This is an optimization exercise on Yosys and OpenROAD, whose aim is small area, a short achievable clock period and few clock cycles, not a production implementation.
Only simulation tests tie the RTL to the original design; equivalence was not proved.
Power is estimated from default activity; no workload was simulated.

[flow/design.v]
module tcore (
    input  wire        clk,
    input  wire        rst,
    input  wire        req_valid,
    input  wire        req_we,
    input  wire [8:0]  req_addr,
    input  wire [31:0] req_wdata,
    output reg         rsp_valid,
    output reg  [31:0] rsp_rdata
);
    localparam [2:0] E_NONE    = 3'd0;
    localparam [2:0] E_ILLEGAL = 3'd1;
    localparam [2:0] E_OPERAND = 3'd2;
    localparam [2:0] E_BOUNDS  = 3'd3;
    localparam [2:0] E_TRYTE   = 3'd4;
    localparam [2:0] E_TRIT    = 3'd5;
    localparam [2:0] E_INCOVF  = 3'd6;
    localparam integer S_IDLE   = 0;
    localparam integer S_LAUNCH = 1;
    localparam integer S_MRD    = 2;
    localparam integer S_DEC    = 3;
    localparam integer S_ENC    = 4;
    localparam integer S_ADD    = 5;
    localparam integer S_ADDF   = 6;
    localparam integer S_INC    = 7;
    localparam integer S_INCW   = 8;
    localparam integer S_SCANI  = 9;
    localparam integer S_SCANY  = 10;
    localparam integer S_SCANT  = 11;
    localparam integer NS       = 12;
    genvar k, r, j;
    integer ik, ir;
    reg [191:0] tm;         
    reg [255:0] ym;         
    reg [31:0] opa, opb, opc, opd;
    reg [31:0] result;
    reg [2:0]  err;
    reg        err_any;
    reg [6:0]  faddr;
    reg [7:0]  esum;        
    reg [NS-1:0] st;
    reg        fresh;       
    reg [4:0]  opr;         
    reg        mrd_tm;      
    reg        scan_y;      
    reg        skipchk;     
    reg [6:0]  trp;         
    reg [4:0]  yrp;         
    reg [6:0]  rem;         
    reg [6:0]  wbase;       
    reg [30:0] an;          
    reg        acy;         
    reg [1:0]  inc_v;       
    reg [6:0]  twp;         
    reg [15:0] twd;         
    reg [7:0]  twe;         
    reg [4:0]  ywp;
    reg [15:0] ywd;
    reg [1:0]  ywe;
    wire idle = st[S_IDLE];
    wire [3:0]  trow  = trp[6:3];
    wire [3:0]  trow1 = trp[6:3] + 4'd1;
    wire [15:0] tbank;
    wire [15:0] tlane;
    generate
        for (k = 0; k < 8; k = k + 1) begin : g_trd
            wire [31:0] bv;
            for (r = 0; r < 16; r = r + 1) begin : g_row
                if (r < 12) begin : g_in
                    assign bv[2*r +: 2] = tm[2*(8*r+k) +: 2];
                end else begin : g_out
                    assign bv[2*r +: 2] = 2'b00;
                end
            end
            wire [3:0] rr = (k < trp[2:0]) ? trow1 : trow;
            assign tbank[2*k +: 2] = bv[2*rr +: 2];
        end
        for (j = 0; j < 8; j = j + 1) begin : g_tlane
            wire [2:0] bj = trp[2:0] + j;
            assign tlane[2*j +: 2] = tbank[2*bj +: 2];
        end
    endgenerate
    wire [127:0] yb0v, yb1v;
    generate
        for (r = 0; r < 16; r = r + 1) begin : g_ybv
            assign yb0v[8*r +: 8] = ym[8*(2*r)   +: 8];
            assign yb1v[8*r +: 8] = ym[8*(2*r+1) +: 8];
        end
    endgenerate
    wire [4:0] y0row = {1'b0, yrp[4:1]} + {4'd0, yrp[0]};
    wire [7:0] yb0 = y0row[4] ? 8'h00 : yb0v[8*y0row[3:0] +: 8];
    wire [7:0] yb1 = yb1v[8*yrp[4:1] +: 8];
    wire [7:0] ylane0 = yrp[0] ? yb1 : yb0;
    wire [7:0] ylane1 = yrp[0] ? yb0 : yb1;
    wire [4:0]  twrow1 = {1'b0, twp[6:3]} + 5'd1;
    wire [7:0]  t_wen;
    wire [39:0] t_wrow;
    wire [15:0] t_wdat;
    generate
        for (k = 0; k < 8; k = k + 1) begin : g_twr
            wire [2:0] lk = k - twp[2:0];
            assign t_wen[k] = twe[lk];
            assign t_wdat[2*k +: 2] = twd[2*lk +: 2];
            assign t_wrow[5*k +: 5] = (k < twp[2:0]) ? twrow1 : {1'b0, twp[6:3]};
        end
    endgenerate
    wire       y_wen0 = ywp[0] ? ywe[1] : ywe[0];
    wire       y_wen1 = ywp[0] ? ywe[0] : ywe[1];
    wire [7:0] y_wd0  = ywp[0] ? ywd[15:8] : ywd[7:0];
    wire [7:0] y_wd1  = ywp[0] ? ywd[7:0]  : ywd[15:8];
    wire [4:0] y_wr0  = {1'b0, ywp[4:1]} + {4'd0, ywp[0]};
    wire [4:0] y_wr1  = {1'b0, ywp[4:1]};
    always @(posedge clk) begin
        for (ik = 0; ik < 8; ik = ik + 1)
            for (ir = 0; ir < 12; ir = ir + 1)
                if (t_wen[ik] && t_wrow[5*ik +: 5] == ir)
                    tm[2*(8*ir+ik) +: 2] <= t_wdat[2*ik +: 2];
        for (ir = 0; ir < 16; ir = ir + 1) begin
            if (y_wen0 && y_wr0 == ir) ym[8*(2*ir)   +: 8] <= y_wd0;
            if (y_wen1 && y_wr1 == ir) ym[8*(2*ir+1) +: 8] <= y_wd1;
        end
    end
    wire wpend = (|twe) || (|ywe);
    function automatic tryte_ok(input [7:0] c);
        tryte_ok = (c == 8'h39) || (c >= 8'h41 && c <= 8'h5A);
    endfunction
    function automatic [5:0] tryte_dec(input [7:0] c);
        reg [4:0] i;
        begin
            i = c[6] ? c[4:0] : 5'd0;
            case (i)
                5'd0:  tryte_dec = {2'b00, 2'b00, 2'b00};
                5'd1:  tryte_dec = {2'b00, 2'b00, 2'b01};
                5'd2:  tryte_dec = {2'b00, 2'b01, 2'b11};
                5'd3:  tryte_dec = {2'b00, 2'b01, 2'b00};
                5'd4:  tryte_dec = {2'b00, 2'b01, 2'b01};
                5'd5:  tryte_dec = {2'b01, 2'b11, 2'b11};
                5'd6:  tryte_dec = {2'b01, 2'b11, 2'b00};
                5'd7:  tryte_dec = {2'b01, 2'b11, 2'b01};
                5'd8:  tryte_dec = {2'b01, 2'b00, 2'b11};
                5'd9:  tryte_dec = {2'b01, 2'b00, 2'b00};
                5'd10: tryte_dec = {2'b01, 2'b00, 2'b01};
                5'd11: tryte_dec = {2'b01, 2'b01, 2'b11};
                5'd12: tryte_dec = {2'b01, 2'b01, 2'b00};
                5'd13: tryte_dec = {2'b01, 2'b01, 2'b01};
                5'd14: tryte_dec = {2'b11, 2'b11, 2'b11};
                5'd15: tryte_dec = {2'b11, 2'b11, 2'b00};
                5'd16: tryte_dec = {2'b11, 2'b11, 2'b01};
                5'd17: tryte_dec = {2'b11, 2'b00, 2'b11};
                5'd18: tryte_dec = {2'b11, 2'b00, 2'b00};
                5'd19: tryte_dec = {2'b11, 2'b00, 2'b01};
                5'd20: tryte_dec = {2'b11, 2'b01, 2'b11};
                5'd21: tryte_dec = {2'b11, 2'b01, 2'b00};
                5'd22: tryte_dec = {2'b11, 2'b01, 2'b01};
                5'd23: tryte_dec = {2'b00, 2'b11, 2'b11};
                5'd24: tryte_dec = {2'b00, 2'b11, 2'b00};
                5'd25: tryte_dec = {2'b00, 2'b11, 2'b01};
                5'd26: tryte_dec = {2'b00, 2'b00, 2'b11};
                default: tryte_dec = 6'b000000;
            endcase
        end
    endfunction
    function automatic [7:0] tryte_enc(input [5:0] t);
        case (t)
            6'b111111: tryte_enc = 8'h4E;
            6'b111100: tryte_enc = 8'h4F;
            6'b111101: tryte_enc = 8'h50;
            6'b110011: tryte_enc = 8'h51;
            6'b110000: tryte_enc = 8'h52;
            6'b110001: tryte_enc = 8'h53;
            6'b110111: tryte_enc = 8'h54;
            6'b110100: tryte_enc = 8'h55;
            6'b110101: tryte_enc = 8'h56;
            6'b001111: tryte_enc = 8'h57;
            6'b001100: tryte_enc = 8'h58;
            6'b001101: tryte_enc = 8'h59;
            6'b000011: tryte_enc = 8'h5A;
            6'b000000: tryte_enc = 8'h39;
            6'b000001: tryte_enc = 8'h41;
            6'b000111: tryte_enc = 8'h42;
            6'b000100: tryte_enc = 8'h43;
            6'b000101: tryte_enc = 8'h44;
            6'b011111: tryte_enc = 8'h45;
            6'b011100: tryte_enc = 8'h46;
            6'b011101: tryte_enc = 8'h47;
            6'b010011: tryte_enc = 8'h48;
            6'b010000: tryte_enc = 8'h49;
            6'b010001: tryte_enc = 8'h4A;
            6'b010111: tryte_enc = 8'h4B;
            6'b010100: tryte_enc = 8'h4C;
            6'b010101: tryte_enc = 8'h4D;
            default:   tryte_enc = 8'h39;
        endcase
    endfunction
    function automatic [1:0] add3(input [1:0] x, input [1:0] y);
        case ({x, y})
            4'b0000: add3 = 2'd0;
            4'b0001: add3 = 2'd1;
            4'b0010: add3 = 2'd2;
            4'b0100: add3 = 2'd1;
            4'b0101: add3 = 2'd2;
            4'b0110: add3 = 2'd0;
            4'b1000: add3 = 2'd2;
            4'b1001: add3 = 2'd0;
            4'b1010: add3 = 2'd1;
            default: add3 = 2'd0;
        endcase
    endfunction
    wire [31:0] an32 = {1'b0, an};
    wire [31:0] pv;           
    generate
        for (k = 0; k < 16; k = k + 1) begin : g_pv
            wire [1:0] pr = an32[2*(15-k) +: 2];
            assign pv[2*k +: 2] = (pr == 2'b11) ? 2'b00 : pr;
        end
    endgenerate
    wire [31:0] ps0 = pv;
    wire [31:0] ps1, ps2, ps3, ps4;
    generate
        for (k = 0; k < 16; k = k + 1) begin : g_sk
            if ((k & 1) != 0) begin : g1a
                assign ps1[2*k +: 2] = add3(ps0[2*k +: 2], ps0[2*(k-1) +: 2]);
            end else begin : g1b
                assign ps1[2*k +: 2] = ps0[2*k +: 2];
            end
            if ((k & 2) != 0) begin : g2a
                assign ps2[2*k +: 2] = add3(ps1[2*k +: 2], ps1[2*((k & ~3) + 1) +: 2]);
            end else begin : g2b
                assign ps2[2*k +: 2] = ps1[2*k +: 2];
            end
            if ((k & 4) != 0) begin : g3a
                assign ps3[2*k +: 2] = add3(ps2[2*k +: 2], ps2[2*((k & ~7) + 3) +: 2]);
            end else begin : g3b
                assign ps3[2*k +: 2] = ps2[2*k +: 2];
            end
            if ((k & 8) != 0) begin : g4a
                assign ps4[2*k +: 2] = add3(ps3[2*k +: 2], ps3[2*7 +: 2]);
            end else begin : g4b
                assign ps4[2*k +: 2] = ps3[2*k +: 2];
            end
        end
    endgenerate
    wire [31:0] aq;
    generate
        for (k = 0; k < 16; k = k + 1) begin : g_q
            wire [1:0] rin;       
            if (k == 0) begin : g0
                assign rin = 2'b00;
            end else begin : gn
                assign rin = ps4[2*(k-1) +: 2];
            end
            wire [1:0] b = an32[2*(15-k) +: 2];
            assign aq[2*(15-k) +: 2] = (rin == 2'd0) ? {1'b0, b[1] & b[0]} :
                                       (rin == 2'd1) ? {b[1], ~b[1]} :
                                                       {1'b1, b[1] | b[0]};
        end
    endgenerate
    wire [1:0]  a_r   = ps4[2*15 +: 2];         
    wire [30:0] a_q   = aq[30:0];               
    wire [1:0]  a_u   = add3(a_r, {1'b0, acy});
    wire        a_cdv = (a_r == 2'd2) && acy;
    wire [1:0]  a_t   = tlane[1:0];
    reg  [1:0]  a_dn;
    reg         a_ovf;
    always @(*) begin
        case ({a_t, a_u})
            4'b1100: begin a_dn = 2'b11; a_ovf = 1'b0; end   
            4'b1101: begin a_dn = 2'b00; a_ovf = 1'b0; end   
            4'b1110: begin a_dn = 2'b01; a_ovf = 1'b0; end   
            4'b0000: begin a_dn = 2'b00; a_ovf = 1'b0; end   
            4'b0001: begin a_dn = 2'b01; a_ovf = 1'b0; end   
            4'b0010: begin a_dn = 2'b11; a_ovf = 1'b1; end   
            4'b0100: begin a_dn = 2'b01; a_ovf = 1'b0; end   
            4'b0101: begin a_dn = 2'b11; a_ovf = 1'b1; end   
            4'b0110: begin a_dn = 2'b00; a_ovf = 1'b1; end   
            default: begin a_dn = 2'b00; a_ovf = 1'b0; end
        endcase
    end
    wire        a_cn   = a_cdv | a_ovf;
    wire        a_small = (an[30:2] == 29'd0) && (an[1:0] != 2'b11);    
    wire        a_term = a_small && !a_cn;
    wire [7:0] i_end;
    wire [7:0] i_len;
    generate
        for (j = 0; j < 8; j = j + 1) begin : g_iend
            assign i_len[j] = (rem == j);
            assign i_end[j] = i_len[j] || (tlane[2*j +: 2] != 2'b01);
        end
    endgenerate
    wire [7:0] i_before;        
    assign i_before[0] = 1'b0;
    generate
        for (j = 1; j < 8; j = j + 1) begin : g_ibef
            assign i_before[j] = |i_end[j-1:0];
        end
    endgenerate
    wire [7:0] i_first = i_end & ~i_before;
    wire       i_found = |i_end;
    reg  [1:0] i_te;
    reg  [2:0] i_e;
    always @(*) begin
        i_te = 2'b00;
        i_e = 3'd0;
        for (ik = 0; ik < 8; ik = ik + 1)
            if (i_first[ik]) begin
                i_te = tlane[2*ik +: 2];
                i_e = ik;
            end
    end
    wire       i_atlen = |(i_first & i_len);
    wire [1:0] i_tn    = i_te + 2'b01;
    wire       i_bnd   = i_atlen && (esum == 8'd96);
    wire       i_trit  = (i_te == 2'b10);
    wire       i_ovf   = i_atlen && (i_te == 2'b01);
    wire       i_bad   = i_bnd || i_trit || i_ovf;
    wire [2:0] i_cause = i_bnd ? E_BOUNDS : i_trit ? E_TRIT : E_INCOVF;
    wire [6:0] i_faddr = i_bnd ? 7'd0 : (wbase + {4'd0, i_e});
    wire in_cmd = req_valid && req_we && (req_addr == 9'h000);
    wire in_hi  = (req_wdata[31:3] != 29'd0);
    wire [4:0] in_op;           
    assign in_op[0] = !in_hi && (req_wdata[2:0] == 3'd1);
    assign in_op[1] = !in_hi && (req_wdata[2:0] == 3'd2);
    assign in_op[2] = !in_hi && (req_wdata[2:0] == 3'd3);
    assign in_op[3] = !in_hi && (req_wdata[2:0] == 3'd4);
    assign in_op[4] = !in_hi && (req_wdata[2:0] == 3'd5);
    wire stall   = wpend || fresh;
    wire go      = (idle && in_cmd && !stall) || st[S_LAUNCH];
    wire [4:0] lop = st[S_LAUNCH] ? opr : in_op;
    wire l_dec = lop[0], l_enc = lop[1], l_add = lop[2], l_inc = lop[3], l_tt = lop[4];
    wire l_ill = !(|lop);
    wire neg_ab = opa[31] || opb[31];
    wire neg_c  = opc[31];
    wire neg_d  = opd[31];
    wire hi7_a = |opa[30:7];
    wire hi7_b = |opb[30:7];
    wire hi7_c = |opc[30:7];
    wire hi6_a = |opa[30:6];
    wire hi6_b = |opb[30:6];
    wire hi6_c = |opc[30:6];
    wire bnd_t96 = hi7_a || hi7_c || (esum > 8'd96);             
    wire bnd_y32 = hi6_a || hi6_c || (esum > 8'd32);             
    wire [8:0] dec_dend = {2'b00, opb[6:0]} + {3'b000, opc[5:0]} + {2'b00, opc[5:0], 1'b0};
    wire bnd_dec = bnd_y32 || hi7_b || (dec_dend > 9'd96);
    wire [8:0] enc_dend = {2'b00, opc[6:0]} + {3'b000, opb[5:0]} + {2'b00, opb[5:0], 1'b0};
    wire bnd_enc = bnd_t96 || hi6_b || (enc_dend > 9'd96);
    wire x1_ok = (opa == 32'h00000000) || (opa == 32'h00000001) || (opa == 32'hFFFFFFFF);
    wire x2_ok = (opb == 32'h00000000) || (opb == 32'h00000001) || (opb == 32'hFFFFFFFF);
    reg [31:0] tt_out;
    always @(*) begin
        case ({opa[1:0], opb[1:0]})
            {2'b11, 2'b11}: tt_out = 32'h00000001;
            {2'b00, 2'b11}: tt_out = 32'h00000001;
            {2'b01, 2'b11}: tt_out = 32'hFFFFFFFF;
            {2'b11, 2'b00}: tt_out = 32'h00000000;
            {2'b00, 2'b00}: tt_out = 32'hFFFFFFFF;
            {2'b01, 2'b00}: tt_out = 32'h00000001;
            {2'b11, 2'b01}: tt_out = 32'hFFFFFFFF;
            {2'b00, 2'b01}: tt_out = 32'h00000000;
            {2'b01, 2'b01}: tt_out = 32'h00000000;
            default:        tt_out = 32'h00000000;
        endcase
    end
    wire [95:0] t_bad;
    wire [31:0] y_bad;
    generate
        for (j = 0; j < 96; j = j + 1) begin : g_tb
            assign t_bad[j] = tm[2*j+1] && !tm[2*j];
        end
        for (j = 0; j < 32; j = j + 1) begin : g_yb
            assign y_bad[j] = !tryte_ok(ym[8*j +: 8]);
        end
    endgenerate
    wire t_inv = (|t_bad) && !skipchk;
    wire y_inv = (|y_bad) && !skipchk;
    wire d_flt  = neg_ab || neg_c || bnd_dec;
    wire d_ok   = !d_flt && !y_inv;
    wire d_last = (rem <= 7'd2);
    wire e_flt  = neg_ab || neg_c || bnd_enc;
    wire e_ok   = !e_flt && !t_inv;
    wire e_last = (rem <= 7'd6);
    wire a_flt  = opa[31] || neg_c || neg_d || bnd_t96;
    wire a_ok   = !a_flt && !t_inv;
    wire a_zero = (rem == 7'd0);
    wire a_one  = (rem == 7'd1);
    wire n_flt  = opa[31] || neg_c || bnd_t96;
    wire t_flt  = !x1_ok || !x2_ok;
    wire [2:0] d_cause = (neg_ab || neg_c) ? E_OPERAND : E_BOUNDS;
    wire [2:0] a_cause = (opa[31] || neg_c || neg_d) ? E_OPERAND : E_BOUNDS;
    wire [2:0] n_cause = (opa[31] || neg_c) ? E_OPERAND : E_BOUNDS;
    wire [2:0] e_cause = (neg_ab || neg_c) ? E_OPERAND : E_BOUNDS;
    wire l_resp = l_ill
                || (l_dec && (d_flt || (d_ok && d_last)))
                || (l_enc && (e_flt || (e_ok && e_last)))
                || (l_add && (a_flt || (a_ok && (a_zero || a_term))))
                || (l_inc && (n_flt || i_found))
                || l_tt;
    wire l_fault = l_ill
                || (l_dec && d_flt)
                || (l_enc && e_flt)
                || (l_add && a_flt)
                || (l_inc && (n_flt || (i_found && i_bad)))
                || (l_tt && t_flt);
    wire [2:0] l_cause = l_ill ? E_ILLEGAL :
                         l_dec ? d_cause :
                         l_enc ? e_cause :
                         l_add ? a_cause :
                         l_inc ? (n_flt ? n_cause : i_cause) :
                                 E_OPERAND;
    wire [6:0] l_faddr = (l_inc && !n_flt) ? i_faddr : 7'd0;
    wire [11:0] dec_lanes = {tryte_dec(ylane1), tryte_dec(ylane0)};
    wire [11:0] enc_t;
    generate
        for (j = 0; j < 6; j = j + 1) begin : g_encm
            assign enc_t[2*j +: 2] = (rem > j) ? tlane[2*j +: 2] : 2'b00;
        end
    endgenerate
    wire [15:0] enc_codes = {tryte_enc(enc_t[11:6]), tryte_enc(enc_t[5:0])};
    reg [15:0] inc_lanes;
    always @(*)
        for (ik = 0; ik < 8; ik = ik + 1)
            inc_lanes[2*ik +: 2] = i_first[ik] ? i_tn : 2'b11;
    reg [31:0] rd_reg;
    always @(*) begin
        rd_reg = 32'h00000000;
        if (req_addr[8:3] == 6'd0) begin
            case (req_addr[2:0])
                3'd1: rd_reg = opa;
                3'd2: rd_reg = opb;
                3'd3: rd_reg = opc;
                3'd4: rd_reg = opd;
                3'd5: rd_reg = result;
                3'd6: rd_reg = {27'd0, err_any, 1'b0, err};
                3'd7: rd_reg = {25'd0, faddr};
                default: rd_reg = 32'h00000000;
            endcase
        end
    end
    wire a_tm = (req_addr[8:7] == 2'b10) && (req_addr[6:0] < 7'd96);
    wire a_ym = (req_addr[8:7] == 2'b11) && (req_addr[6:5] == 2'b00);
    wire h_wr  = idle && req_valid && req_we && (req_addr != 9'h000);
    wire h_rd  = idle && req_valid && !req_we;
    wire h_mrd = h_rd && (a_tm || a_ym);
    wire dec_done  = st[S_DEC] && d_last;
    wire enc_done  = st[S_ENC] && e_last;
    wire add_done  = st[S_ADD] && a_term;
    wire incw_done = st[S_INCW] && (rem < 7'd8);
    wire inc_flt   = st[S_INC] && i_found && i_bad;
    wire scy_flt   = st[S_SCANY] && !a_zero && !tryte_ok(ylane0);
    wire sct_flt   = st[S_SCANT] && !a_zero && (tlane[1:0] == 2'b10);
    wire scan_end  = (st[S_SCANY] || st[S_SCANT]) && a_zero;
    always @(posedge clk) begin
        if (rst) begin
            opa     <= 32'h0;
            opb     <= 32'h0;
            opc     <= 32'h0;
            opd     <= 32'h0;
            result  <= 32'h0;
            err     <= E_NONE;
            err_any <= 1'b0;
            faddr   <= 7'd0;
            esum    <= 8'd0;
            st      <= {{(NS-1){1'b0}}, 1'b1};
            fresh   <= 1'b1;
            opr     <= 5'd0;
            mrd_tm  <= 1'b0;
            scan_y  <= 1'b0;
            skipchk <= 1'b0;
            trp     <= 7'd0;
            yrp     <= 5'd0;
            rem     <= 7'd0;
            wbase   <= 7'd0;
            an      <= 31'd0;
            acy     <= 1'b0;
            twe     <= 8'd0;
            ywe     <= 2'd0;
            rsp_valid <= 1'b0;
            rsp_rdata <= 32'h0;
        end else begin
            fresh <= !idle || go;
            rsp_valid <= (idle && req_valid && !(req_we && req_addr == 9'h000) && !h_mrd)
                      || st[S_MRD]
                      || (go && l_resp)
                      || dec_done || enc_done || add_done || st[S_ADDF]
                      || incw_done || inc_flt || scy_flt || sct_flt;
            if (idle) begin
                trp   <= opa[6:0];
                yrp   <= opa[4:0];
                wbase <= opa[6:0];
                rem   <= opc[6:0];
                an    <= opd[30:0];
                acy   <= 1'b0;
                if (in_cmd)
                    opr <= in_op;
                if (h_wr) begin
                    case (req_addr)
                        9'h001: begin
                            opa   <= req_wdata;
                            trp   <= req_wdata[6:0];
                            yrp   <= req_wdata[4:0];
                            wbase <= req_wdata[6:0];
                            esum  <= {1'b0, req_wdata[6:0]} + {1'b0, opc[6:0]};
                        end
                        9'h002: opb <= req_wdata;
                        9'h003: begin
                            opc  <= req_wdata;
                            rem  <= req_wdata[6:0];
                            esum <= {1'b0, opa[6:0]} + {1'b0, req_wdata[6:0]};
                        end
                        9'h004: begin
                            opd <= req_wdata;
                            an  <= req_wdata[30:0];
                        end
                        default: ;
                    endcase
                end
                if (h_rd && !h_mrd)
                    rsp_rdata <= rd_reg;
                if (h_mrd) begin
                    mrd_tm <= a_tm;
                    trp    <= req_addr[6:0];
                    yrp    <= req_addr[4:0];
                end
            end
            if (st[S_MRD])
                rsp_rdata <= mrd_tm ? {30'd0, tlane[1:0]} : {24'd0, ylane0};
            twe <= 8'd0;
            ywe <= 2'd0;
            if (h_wr && a_tm) begin
                twp <= req_addr[6:0];
                twd <= {14'd0, req_wdata[1:0]};
                twe <= 8'h01;
            end
            if (h_wr && a_ym) begin
                ywp <= req_addr[4:0];
                ywd <= {8'd0, req_wdata[7:0]};
                ywe <= 2'b01;
            end
            if (st[S_DEC]) begin
                twp <= twp + 7'd6;
                twd <= {4'd0, dec_lanes};
                twe <= {2'b00, {3{rem > 7'd1}}, 3'b111};
                yrp <= yrp + 5'd2;
                rem <= rem - 7'd2;
            end
            if (st[S_ENC]) begin
                ywp <= ywp + 5'd2;
                ywd <= enc_codes;
                ywe <= {rem > 7'd3, 1'b1};
                trp <= trp + 7'd6;
                rem <= rem - 7'd6;
            end
            if (st[S_ADD]) begin
                twp   <= wbase;
                twd   <= {14'd0, a_dn};
                twe   <= 8'h01;
                wbase <= wbase + 7'd1;
                an    <= a_q;
                acy   <= a_cn;
                trp   <= trp + 7'd1;
                rem   <= rem - 7'd1;
            end
            if (st[S_ADDF])
                result <= {1'b0, an} + {31'd0, acy};
            if (st[S_INC]) begin
                trp   <= trp + 7'd8;
                rem   <= rem - 7'd8;
                wbase <= wbase + 7'd8;
                if (i_found) begin
                    inc_v <= i_tn;
                    rem   <= wbase + {4'd0, i_e} - opa[6:0];
                    wbase <= opa[6:0];
                end
            end
            if (st[S_INCW]) begin
                twp <= wbase;
                for (ik = 0; ik < 8; ik = ik + 1) begin
                    twd[2*ik +: 2] <= (rem == ik) ? inc_v : 2'b11;
                    twe[ik] <= (rem >= ik);
                end
                wbase <= wbase + 7'd8;
                rem   <= rem - 7'd8;
            end
            if (st[S_SCANI]) begin
                trp   <= opa[6:0];
                yrp   <= opa[4:0];
                rem   <= opc[6:0];
                wbase <= opa[6:0];
                an    <= opd[30:0];
                acy   <= 1'b0;
            end
            if (st[S_SCANY]) begin
                yrp <= yrp + 5'd1;
                rem <= rem - 7'd1;
                if (a_zero) begin
                    yrp <= opa[4:0];
                    rem <= opc[6:0];
                end
            end
            if (st[S_SCANT]) begin
                trp <= trp + 7'd1;
                rem <= rem - 7'd1;
                if (a_zero) begin
                    trp <= opa[6:0];
                    rem <= opc[6:0];
                end
            end
            if (go) begin
                skipchk <= 1'b0;
                result  <= (l_tt && !t_flt) ? tt_out :
                           (l_add && a_ok && a_zero) ? opd : 32'h0;
                err     <= l_fault ? l_cause : E_NONE;
                faddr   <= l_fault ? l_faddr : 7'd0;
                if (l_fault)
                    err_any <= 1'b1;
                scan_y  <= l_dec;
                if (l_dec) begin
                    twp <= opb[6:0];
                    twd <= {4'd0, dec_lanes};
                    twe <= d_ok ? {2'b00, {3{opc[5:0] > 6'd1}}, {3{opc[5:0] != 6'd0}}} : 8'd0;
                    yrp <= yrp + 5'd2;
                    rem <= rem - 7'd2;
                end
                if (l_enc) begin
                    ywp <= opb[4:0];
                    ywd <= enc_codes;
                    ywe <= e_ok ? {rem > 7'd3, rem != 7'd0} : 2'b00;
                    trp <= trp + 7'd6;
                    rem <= rem - 7'd6;
                end
                if (l_add) begin
                    twp   <= wbase;
                    twd   <= {14'd0, a_dn};
                    twe   <= {7'd0, a_ok && !a_zero};
                    wbase <= wbase + 7'd1;
                    an    <= a_q;
                    acy   <= a_cn;
                    trp   <= trp + 7'd1;
                    rem   <= rem - 7'd1;
                end
                if (l_inc) begin
                    twp   <= wbase;
                    twd   <= inc_lanes;
                    twe   <= (!n_flt && i_found && !i_bad) ? ~i_before : 8'd0;
                    trp   <= trp + 7'd8;
                    rem   <= rem - 7'd8;
                    wbase <= wbase + 7'd8;
                end
            end
            st <= {NS{1'b0}};
            st[S_IDLE] <= (idle && !(in_cmd && stall) && !h_mrd && !(go && !l_resp))
                       || (go && l_resp)
                       || st[S_MRD] || dec_done || enc_done || add_done || st[S_ADDF]
                       || incw_done || inc_flt || scy_flt || sct_flt;
            st[S_LAUNCH] <= (idle && in_cmd && stall) || scan_end;
            st[S_MRD]    <= h_mrd;
            st[S_DEC]    <= (go && l_dec && d_ok && !d_last) || (st[S_DEC] && !d_last);
            st[S_ENC]    <= (go && l_enc && e_ok && !e_last) || (st[S_ENC] && !e_last);
            st[S_ADD]    <= (go && l_add && a_ok && !a_zero && !a_term && !a_one)
                         || (st[S_ADD] && !a_term && !a_one);
            st[S_ADDF]   <= (go && l_add && a_ok && !a_zero && !a_term && a_one)
                         || (st[S_ADD] && !a_term && a_one);
            st[S_INC]    <= (go && l_inc && !n_flt && !i_found) || (st[S_INC] && !i_found);
            st[S_INCW]   <= (st[S_INC] && i_found && !i_bad) || (st[S_INCW] && !incw_done);
            st[S_SCANI]  <= go && ((l_dec && !d_flt && y_inv) ||
                                   (l_enc && !e_flt && t_inv) ||
                                   (l_add && !a_flt && t_inv));
            st[S_SCANY]  <= (st[S_SCANI] && scan_y) || (st[S_SCANY] && !a_zero && tryte_ok(ylane0));
            st[S_SCANT]  <= (st[S_SCANI] && !scan_y) || (st[S_SCANT] && !a_zero && tlane[1:0] != 2'b10);
            if (scan_end)
                skipchk <= 1'b1;
            if (inc_flt) begin
                result  <= 32'h0;
                err     <= i_cause;
                err_any <= 1'b1;
                faddr   <= i_faddr;
            end
            if (scy_flt || sct_flt) begin
                result  <= 32'h0;
                err     <= scy_flt ? E_TRYTE : E_TRIT;
                err_any <= 1'b1;
                faddr   <= scy_flt ? {2'b00, yrp} : trp;
            end
        end
    end
endmodule
[flow/run.sh]
#!/bin/bash
# synth_recipe.tcl (not shown) runs the flow's synth.tcl, then flattens the netlist and writes it again
# the make line also repeats each setting of config.mk as NAME=value (left out here)
make -C /OpenROAD-flow-scripts/flow DESIGN_CONFIG=/design/flow/config.mk WORK_HOME=/design/flow/orfs CLKGATE_MAP_FILE= SYNTH_SCRIPT=/design/flow/synth_recipe.tcl finish
[flow/config.mk]
export PLATFORM = sky130hd
export DESIGN_NAME = tcore
export DESIGN_NICKNAME = tcore
export VERILOG_FILES = /design/flow/design.v
export SDC_FILE = /design/flow/constraint.sdc
export NUM_CORES = 4
export LEC_CHECK = 0
export ABC_CLOCK_PERIOD_IN_PS = 3500
export CAP_MARGIN = 20
export CORE_MARGIN = 2
export CORE_UTILIZATION = 35
export PLACE_DENSITY = 0.55
export SETUP_SLACK_MARGIN = 5
export SLEW_MARGIN = 20
export TNS_END_PERCENT = 100
[flow/constraint.sdc]
create_clock -name core_clock -period 11.0 [get_ports {clk}]
set_input_delay 2.2000 -clock core_clock [delete_from_list [all_inputs] [get_ports {clk}]]
set_output_delay 2.2000 -clock core_clock [all_outputs]
set_load 0.01 [all_outputs]
==> out/results.tsv <==
stage	metric	value	unit
worst_hold_path	hold_class	reg -> reg	
synthesis	synth_cell_types	100	
sta	drv_slew	0	
global_routing	grt_pass1_vias	46600	
sta	fin_crit_sh	59.6	%
sta	finalSetupViolCount	0	
layout	nFillCells	14900	
worst_setup_path	critical-path-max-stage-delay	0.51	ns
worst_setup_path	path_max_fanout	10	
sta	clock.fmax	0.152	GHz
layout	layout_common_cells	nand2_1, nor2_1, edfxtp_1	
sta	fin_tns_setup	0	ns
flow_run	max-cap-violations	0	
clock_tree	clock_path_buffers	3	
place	place_hpwl	172000	µm
sta	clock_skew	0.100	ns
synthesis	syn_area_per_cell	9.06	µm²
worst_setup_path	crit_slowest_cell	mux4_2	
synthesis	synthFlopType	edfxtp_1	
synthesis	netlist_area	52900	µm²
synthesis	yosysWarnings	1	
layout	fin_area	62000	µm²
power_and_ir_drop	total_leakage_power	21.5	nW
sta	finalHoldViolCount	0	
worst_setup_path	cp_top_family	compound AO/OA/AOI/OAI gates	
worst_setup_path	cp-start-kind	register	
layout	layout_commonest_cell	nand2_1	
power_and_ir_drop	switchingPower	2.32	mW
global_routing	grtUsageTotal	29.5	%
place	place_area	55600	µm²
synthesis	synth_top_area_cell	edfxtp_1	
clock_tree	cts_sinks	795	
clock_tree	cts_buffers	94	
worst_setup_path	critPathKind	reg -> reg	
layout	layout-drive-gt1-share	15.8	%
sta	rsz0062_at_grt	yes	
sta	relSlewSlack	14.3	%
layout	nets	6094	
place	io_buffers	77	
detailed_routing	vias_per_cell	6.32	
global_routing	grt_pass1_wl	335000	µm
synthesis	synth_top_area_share	28.1	%
sta	min_period	6.56	ns
floorplanning	rows	142	
clock_tree	cts_root_buf	clkbuf_16	
global_routing	grt-ovfl-total	0	
global_routing	grt_start_max_net_pins	168	
place	pre_cts_slack	2.45	ns
layout	fin_util	41.3	%
global_routing	grt_antenna_before_repair	9	
floorplanning	ios	78	
synthesis	async_flop_share	0	%
detailed_routing	first_iter_violations	6433	
floorplanning	die_area	154000	µm²
power_and_ir_drop	power.internal	5.69	mW
clock_tree	clkTransAtPathRegs	0.06	ns
power_and_ir_drop	swShare	29.0	%
synthesis	ys_ff_latch	795	
power_and_ir_drop	powerDensity	129	nW/µm²
power_and_ir_drop	power_frac_clock	42.6	%
detailed_routing	wl_per_cell	29.6	µm
floorplanning	start_util	35.3	%
clock_tree	cts_tree	yes	
synthesis	synth_edf_count	494	
place	gp_congestion	1.02	
layout	area_delta_synth_final	17.3	%
synthesis	ys_seq_area_share	39.5	%
worst_setup_path	required	11.65	ns
floorplanning	die_width	393	µm
sta	worst_slack	4.44	ns
synthesis	syn_nets	6041	
worst_setup_path	cp-end-kind	register	
sta	fin_hold_ws	0.454	ns
outcome	status	complete, no violations	
detailed_routing	ant_nets	0	
floorplanning	core	150000	µm²
worst_setup_path	crit_arrival	7.21	ns
detailed_routing	drc	0	
synthesis	syn-instance-count	5835	
power_and_ir_drop	seqPwrFrac	40.8	%
power_and_ir_drop	comb_power_share	16.6	%
worst_setup_path	cp_num_buf_inv	5	
detailed_routing	wl	236000	µm
detailed_routing	vias	50400	
clock_tree	clk_latency	0.79	ns
sta	tightest_slew	1.27	ns
power_and_ir_drop	vdd.ir_drop.worst	0.134	mV
synthesis	synth_area_leaders	edfxtp_1, dfxtp_1, mux4_2, a21oi_1, nand2_1	
detailed_routing	drt-pass1-iter-count	8	
floorplanning	die_h	393	µm
clock_tree	ctsHtreeMaxLevel	3	
worst paths after layout:
kind	startpoint	to	slack, ns	cells after the start
worst min register to register	esum[3]	esum[3]	0.45	2
worst min-delay path	esum[3]	esum[3]	0.45	2
worst max register to register	trp[3]	rem[6]	4.44	32
worst max-delay path	trp[3]	rem[6]	4.44	32
flip-flops by register name, summed over array words and instances (netlist names), 8 cells and up:
| register | flops |
|---|---|
| rsp_rdata | 32 |
| ywd | 16 |
| twe | 8 |
| opc | 32 |
| opb | 32 |
| opa | 32 |
| result | 32 |
| opd | 32 |
| twd | 16 |
| ym | 256 |
| tm | 192 |
| an | 31 |
| st | 12 |
| esum | 8 |
power groups by stage:
stage                     Clock (mW)  Combinational, mW  Sequential [mW]
after floorplan                    0              0.736             3.31
after global placement             0               1.13             3.34
after detailed placement           0               1.14             3.34
after CTS                       3.44               1.23             3.27
after global routing            3.56               1.40             3.27
final                           3.41               1.33             3.27
cell usage after synthesis, types with 127 or more instances:
cell and instances:
mux2i_1 228, ha_1 146, nand2_1 657, mux4_2 127, clkbuf_1 309, nor2_1 600, edfxtp_1 494, inv_1 219
dfxtp_1 301, a21oi_1 506, o22ai_1 130, o21ai_0 304
repair_timing:
action	in CTS	in global routing
resized for setup	155	176
gates cloned	5	5
setup buffers	80	67
endpoints found under the hold margin	0	0
pin swaps	74	87
hold buffers	0	0
setup endpoints to repair	98	99
routing by layer:
metal,global-route usage [%],share of wire (%),vias up
met5,0,0.016,-
met4,16.0,6.4,6
met2,45.5,44,2781
li1,-,-,22100
met1,39.2,41,25000
met3,5.09,8.5,608
per-stage QoR:
step | power (mW) | instances
2_1_floorplan | 4.04 | 5835
3_3_place_gp | 4.46 | 7650
3_5_place_dp | 4.47 | 7651
4_1_cts | 7.94 | 7908
5_1_grt | 8.24 | 7980
6_report | 8.02 | 7982
final cells by class:
type / count / area, µm² / share of cell area (%)
repair buffers: 354 / 3410 / 5.50
well taps: 2016 / 2520 / 4.07
inverters: 227 / 873 / 1.41
multi-input cells: 4416 / 30900 / 49.9
flip-flops and latches: 795 / 20900 / 33.7
diodes: 2 / 5.00 / 0.00807
clock inverters: 48 / 767 / 1.24
clock buffers: 124 / 2610 / 4.21
worst min-delay path, cell delays in order, from the launching register on:
cell,delay [ns]
dfxtp_1,0.31
nand2_1,0.05
a21oi_1,0.05
logic make-up after synthesis:
family | share of synthesized area (%)
AOI/OAI and AO/OA | 20.5
DFF | 39.5
and+or+nand+nor | 17.4
buffers and inverters | 4.73
muxes | 12.0
adders and majority gates | 4.08
xor gates and xnor gates | 1.75
Testbench counts, summed over its fixed seeds: cycles 16,845.

==> what the ideal ports hide <==
In the flow no input, the clock included, has a driving cell. The finished layout below was timed again as built, in two steps.
Step 1: set_driving_cell puts a clkbuf_16 on clk and a buf_2 on each other input, an assumption about the parent block.
Step 2, shift: input delay + t, output delay - t, t = (earliest + latest rising clock arrival at the registers) / 2. This alone moves slack from input paths to output paths.
a / b / c = no drivers / after step 1 / after step 2; a / b = the first two.
shift t [ns]: 0.825
setup slack, ns: 4.442 / 4.442 / 3.938
clock arrival spread, ns: 0.100 / 0.100
cell pins on the clock port's net: 1
After both steps setup and hold are still met in this run. The setup slack of this run moves by 0.000 ns with the drivers and by -0.504 ns with both steps.
